This design comes from an exercise in tuning for small area, a short achievable clock period and few clock cycles on the open sky130 flow, not from production work. The RTL was checked by simulation tests, not by an equivalence proof against the original design. Power is estimated from default activity; no workload was simulated.

Setup of run a:
// rs485_frame_asm
module rs485_frame_asm (
    input  wire         clk,
    input  wire         rst,
    input  wire [255:0] addr_map,
    input  wire         in_valid,
    input  wire [7:0]   in_data,
    output wire         in_ready,
    output wire         out_valid,
    output wire [7:0]   out_data,
    output wire         out_last,
    input  wire         out_ready,
    output wire         idle
);
Size in the first run: about 5900 cells after synthesis, ~2800 flip-flops, roughly 280 I/O pins, about 84000 µm² of cells after synthesis.
make LEC_CHECK=0 CAP_MARGIN=20 CORE_MARGIN=2 CORE_UTILIZATION=60 PLACE_DENSITY=0.7 SLEW_MARGIN=20 SYNTH_MEMORY_MAX_BITS=4096 finish   # period 12.0 ns
run.sh (not shown) runs the stock make flow with config.mk's settings and CLKGATE_MAP_FILE= SYNTH_SCRIPT=/design/flow/synth_recipe.tcl, a recipe that flattens the netlist after the stock synthesis.
Every stage of the flow completed for run a, and the final layout passed the timing, design-rule and antenna checks.
Testbench counts of run a, summed over its fixed seeds: cycles 17,061.
--- input diff run a..run b ---
- swapping 60 for 30 in CORE_UTILIZATION
- swapping 0.7 for 0.5 in PLACE_DENSITY
--- outcome ---
Per the final summary, run b finished and its layout is clean on timing, DRC and antenna. Final worst-path cycle share ends up lower on run b. Diff run a -> run b | length of routed met2 wiring | up slightly. Well-tap cell count sits higher in run b than in run a. Between run a and run b, the mux share of post-synthesis cell area figures differ only marginally. Maximum clock insertion buffer count came out exactly the same in run b and run a. In the reports for run b and run a, the smaller final standard cell count with taps included and fillers excluded belongs to run a. Run b vs. run a: global-route wire length before repair went up by 1.6%; hold slack now sits higher; clock buffer and inverter area fraction after layout rose by 0.54 points; number of core rows saw an increase. In the metrics for run b and run a, the one carrying the lower setup slack is run a.

========
== maple ==
rs485_frame_asm, a different RTL version from the one above (not shown whole).
Size: roughly 6600 cells after synthesis, roughly 2700 flip-flops, about 280 I/O pins, ~79000 sq um of cells after synthesis.
export LEC_CHECK = 0
export ABC_AREA = 1
export CAP_MARGIN = 20
export CORE_MARGIN = 2
export CORE_UTILIZATION = 60
export CTS_CLUSTER_DIAMETER = 80
export CTS_CLUSTER_SIZE = 24
export PLACE_DENSITY = 0.7
export SLEW_MARGIN = 20
export SYNTH_MEMORY_MAX_BITS = 4096
create_clock -name core_clock -period 12.0 [get_ports {clk}]
standard.sh (not shown) runs the stock make flow with config.mk's settings and CLKGATE_MAP_FILE= SYNTH_SCRIPT=/design/flow/synth_recipe.tcl, a recipe that flattens the netlist after the stock synthesis.
==> flow/flow/run.sh <==
#!/bin/bash
set -euo pipefail
bash standard.sh SETUP_SLACK_MARGIN=8.25 \
  "BUFFER_PORTS_ARGS=-buffer_cell sky130_fd_sc_hd__buf_1" \
  "CTS_ARGS=-sink_clustering_enable -repair_clock_nets -sink_clustering_size 16 -sink_clustering_max_diameter 60 -dont_use_dummy_load -buf_list sky130_fd_sc_hd__clkbuf_8" \
  finish > standard_flow.log 2>&1
Every stage of the flow completed for maple, and the final layout passed the timing, design-rule and antenna checks.
Testbench counts of maple, summed over its fixed seeds: cycles 17,074.
What raven does differently from maple at the input level:
# maple
export LEC_CHECK = 0
export ABC_AREA = 1
export CAP_MARGIN = 20
export CORE_MARGIN = 2
export CORE_UTILIZATION = 60
export CTS_CLUSTER_DIAMETER = 80
export CTS_CLUSTER_SIZE = 24
export PLACE_DENSITY = 0.7
export SLEW_MARGIN = 20
export SYNTH_MEMORY_MAX_BITS = 4096
create_clock -name core_clock -period 12.0 [get_ports {clk}]
# raven
export LEC_CHECK = 0
export CAP_MARGIN = 20
export CORE_MARGIN = 2
export CORE_UTILIZATION = 60
export CTS_CLUSTER_DIAMETER = 80
export CTS_CLUSTER_SIZE = 24
export PLACE_DENSITY = 0.7
export SLEW_MARGIN = 20
export SYNTH_MEMORY_MAX_BITS = 4096
create_clock -name core_clock -period 12.0 [get_ports {clk}]
Results
As of raven, via count of the first global-routing pass had fallen by a little under 10% compared to maple.
Of the two candidates, maple has the better hold slack and raven the worse one.
Summary of raven over maple: combinational power shows a reduction of 22%; met3 routed wirelength shows a reduction of 2300 um; non-clock buffer count shows an increase of about 28%.
Looking at power, raven sits below maple.
On sequential share of power: raven sits above maple.
Total placed instance area: higher on maple
Diff maple -> raven: setup slack lower, net load switching power lower.
From raven to maple, setup TNS did not move at all.
[inputs] sierra vs raven
# raven
export LEC_CHECK = 0
export CAP_MARGIN = 20
export CORE_MARGIN = 2
export CORE_UTILIZATION = 60
export CTS_CLUSTER_DIAMETER = 80
export CTS_CLUSTER_SIZE = 24
export PLACE_DENSITY = 0.7
export SLEW_MARGIN = 20
export SYNTH_MEMORY_MAX_BITS = 4096
create_clock -name core_clock -period 12.0 [get_ports {clk}]
# sierra
export LEC_CHECK = 0
export ABC_AREA = 1
export CAP_MARGIN = 20
export CORE_MARGIN = 2
export CORE_UTILIZATION = 60
export CTS_CLUSTER_DIAMETER = 80
export CTS_CLUSTER_SIZE = 24
export PLACE_DENSITY = 0.7
export SLEW_MARGIN = 20
export SYNTH_MEMORY_MAX_BITS = 4096
create_clock -name core_clock -period 12.0 [get_ports {clk}]
-- flow/flow/run.sh --
<<< raven, line 2
set -euo pipefail
bash standard.sh SETUP_SLACK_MARGIN=8.25 \
  "BUFFER_PORTS_ARGS=-buffer_cell sky130_fd_sc_hd__buf_1" \
>>> sierra, line 2
set -euo pipefail
bash standard.sh SETUP_SLACK_MARGIN=8 \
  "BUFFER_PORTS_ARGS=-buffer_cell sky130_fd_sc_hd__buf_1" \
[summary]
sierra finished every step from synthesis to the final layout, and the layout passed the timing, design-rule and antenna checks.
NOTE: global-route usage in sierra exceeds that of raven
Post-layout net count, raven and sierra, higher one = sierra.
Taking raven as the reference point, the fmax of sierra rises by 6.5 MHz.
After detailed routing, raven needs less wire than sierra.
Final critical-path required period: lower on sierra
Input-level comparison between indigo and sierra:
# sierra
export LEC_CHECK = 0
export ABC_AREA = 1
export CAP_MARGIN = 20
export CORE_MARGIN = 2
export CORE_UTILIZATION = 60
export CTS_CLUSTER_DIAMETER = 80
export CTS_CLUSTER_SIZE = 24
export PLACE_DENSITY = 0.7
export SLEW_MARGIN = 20
export SYNTH_MEMORY_MAX_BITS = 4096
create_clock -name core_clock -period 12.0 [get_ports {clk}]
# indigo
export LEC_CHECK = 0
export CAP_MARGIN = 20
export CORE_MARGIN = 2
export CORE_UTILIZATION = 60
export CTS_CLUSTER_DIAMETER = 80
export CTS_CLUSTER_SIZE = 24
export PLACE_DENSITY = 0.7
export SLEW_MARGIN = 20
export SYNTH_MEMORY_MAX_BITS = 4096
create_clock -name core_clock -period 12.0 [get_ports {clk}]
Notes after the runs:
- indigo did not stop at any stage, and its layout met the timing, design-rule and antenna checks.
- | setup slack | indigo vs sierra | worse |
- Note that the combinational power recorded for sierra amounts to 1.3 times the value seen in indigo.
- Looking at core utilization across sierra and indigo, the one that comes out higher is indigo.
- The worst setup path endpoint comes out out_data[6] in one run and out_data[0] in the other, namely in sierra and indigo respectively.
- Compare sierra and indigo | synthesized area lower: indigo
diff inputs: indigo => zinc
# indigo
export LEC_CHECK = 0
export CAP_MARGIN = 20
export CORE_MARGIN = 2
export CORE_UTILIZATION = 60
export CTS_CLUSTER_DIAMETER = 80
export CTS_CLUSTER_SIZE = 24
export PLACE_DENSITY = 0.7
export SLEW_MARGIN = 20
export SYNTH_MEMORY_MAX_BITS = 4096
create_clock -name core_clock -period 12.0 [get_ports {clk}]
# zinc
export LEC_CHECK = 0
export ABC_AREA = 1
export CAP_MARGIN = 20
export CORE_MARGIN = 2
export CORE_UTILIZATION = 60
export CTS_CLUSTER_DIAMETER = 80
export CTS_CLUSTER_SIZE = 24
export GPL_ROUTABILITY_DRIVEN = 0
export PLACE_DENSITY = 0.7
export SLEW_MARGIN = 20
export SYNTH_MEMORY_MAX_BITS = 4096
create_clock -name core_clock -period 12.0 [get_ports {clk}]
### Flow results
- indigo has a lower final-layout worst hold slack than zinc.
- Of indigo and zinc, indigo shows the higher multiplexer area fraction after synthesis, with zinc below it.
- The estimated power of zinc ends up higher than the estimate for indigo.
> inputs changed (zinc -> tundra)
# zinc
export LEC_CHECK = 0
export ABC_AREA = 1
export CAP_MARGIN = 20
export CORE_MARGIN = 2
export CORE_UTILIZATION = 60
export CTS_CLUSTER_DIAMETER = 80
export CTS_CLUSTER_SIZE = 24
export GPL_ROUTABILITY_DRIVEN = 0
export PLACE_DENSITY = 0.7
export SLEW_MARGIN = 20
export SYNTH_MEMORY_MAX_BITS = 4096
create_clock -name core_clock -period 12.0 [get_ports {clk}]
# tundra
export LEC_CHECK = 0
export CAP_MARGIN = 20
export CORE_MARGIN = 2
export CORE_UTILIZATION = 60
export CTS_CLUSTER_DIAMETER = 80
export CTS_CLUSTER_SIZE = 24
export PLACE_DENSITY = 0.7
export SETUP_SLACK_MARGIN = 5
export SLEW_MARGIN = 20
export SYNTH_MEMORY_MAX_BITS = 4096
create_clock -name core_clock -period 12.0 [get_ports {clk}]
==> flow/run.sh (new file) <==
#!/bin/bash
# synth_recipe.tcl (not shown) runs the flow's synth.tcl, then flattens the netlist and writes it again
# the make line also repeats each setting of config.mk as NAME=value (left out here)
make -C /OpenROAD-flow-scripts/flow DESIGN_CONFIG=/design/flow/config.mk WORK_HOME=/design/flow/orfs CLKGATE_MAP_FILE= SYNTH_SCRIPT=/design/flow/synth_recipe.tcl finish
removed: flow/flow/run.sh
removed: flow/standard.sh
==> comparison <==
Summary of tundra over zinc: wire length has decreased, count of placed standard cells in the final layout, fillers left out saw a decrease.
Higher final-layout non-clock buffer area share was reported by tundra, not zinc.
Note that the number of unique standard cell types used by synthesis recorded for zinc amounts to 0.77 times the value seen in tundra.
tundra does worse than zinc on maximum frequency.
Non-clock buffer count for tundra is higher than for zinc.
tundra reports its first element of the critical path as pb[1] while zinc reports qt[1].
Power drawn by the clock network, tundra vs zinc: up by more than 10%
Comparing tundra and zinc, the higher fraction of area in clock buffers and inverters was measured on tundra.
Against zinc as the reference, tundra delivers a higher shortest clock period the worst path allows after layout.

what the ideal ports hide:
No port has a modelled driver above. Below, the same layouts with a new extraction and two added sets of constraints. Step 1, drivers: a clkbuf_16 drives clk and a buf_2 each remaining input, both assumed. Step 2 also shifts input and output timing later by t, the mid clock arrival at the registers, as if the neighbouring blocks saw the same clock. a / b / c = ideal / step 1 / step 2; a / b = the first two.
run | shift t [ns] | setup slack, ns | hold WS [ns] | worst setup path at the end
run a | 0.932 | 4.065 / 4.065 / 4.065 | 0.265 / 0.265 / 0.265 | register to register
run b | 0.912 | 4.095 / 4.095 / 4.095 | 0.286 / 0.286 / 0.286 | register to register
maple | 0.967 | 8.112 / 8.040 / 7.448 | 0.287 / 0.287 / 0.287 | input to register
raven | 0.935 | 7.965 / 7.888 / 7.443 | 0.256 / 0.256 / 0.256 | input to register
sierra | 0.960 | 8.069 / 8.001 / 7.210 | 0.247 / 0.247 / 0.247 | input to register
indigo | 0.932 | 7.959 / 7.890 / 7.132 | 0.223 / 0.223 / 0.223 | input to register
zinc | 0.946 | 7.982 / 7.982 / 7.090 | 0.262 / 0.262 / 0.262 | input to register
tundra | 0.856 | 5.940 / 5.940 / 5.718 | 0.309 / 0.309 / 0.309 | input to register
After both steps every run listed still meets setup and hold. The setup slack of zinc, which loses most, moves by 0.000 ns with the drivers and by -0.892 ns with both steps.
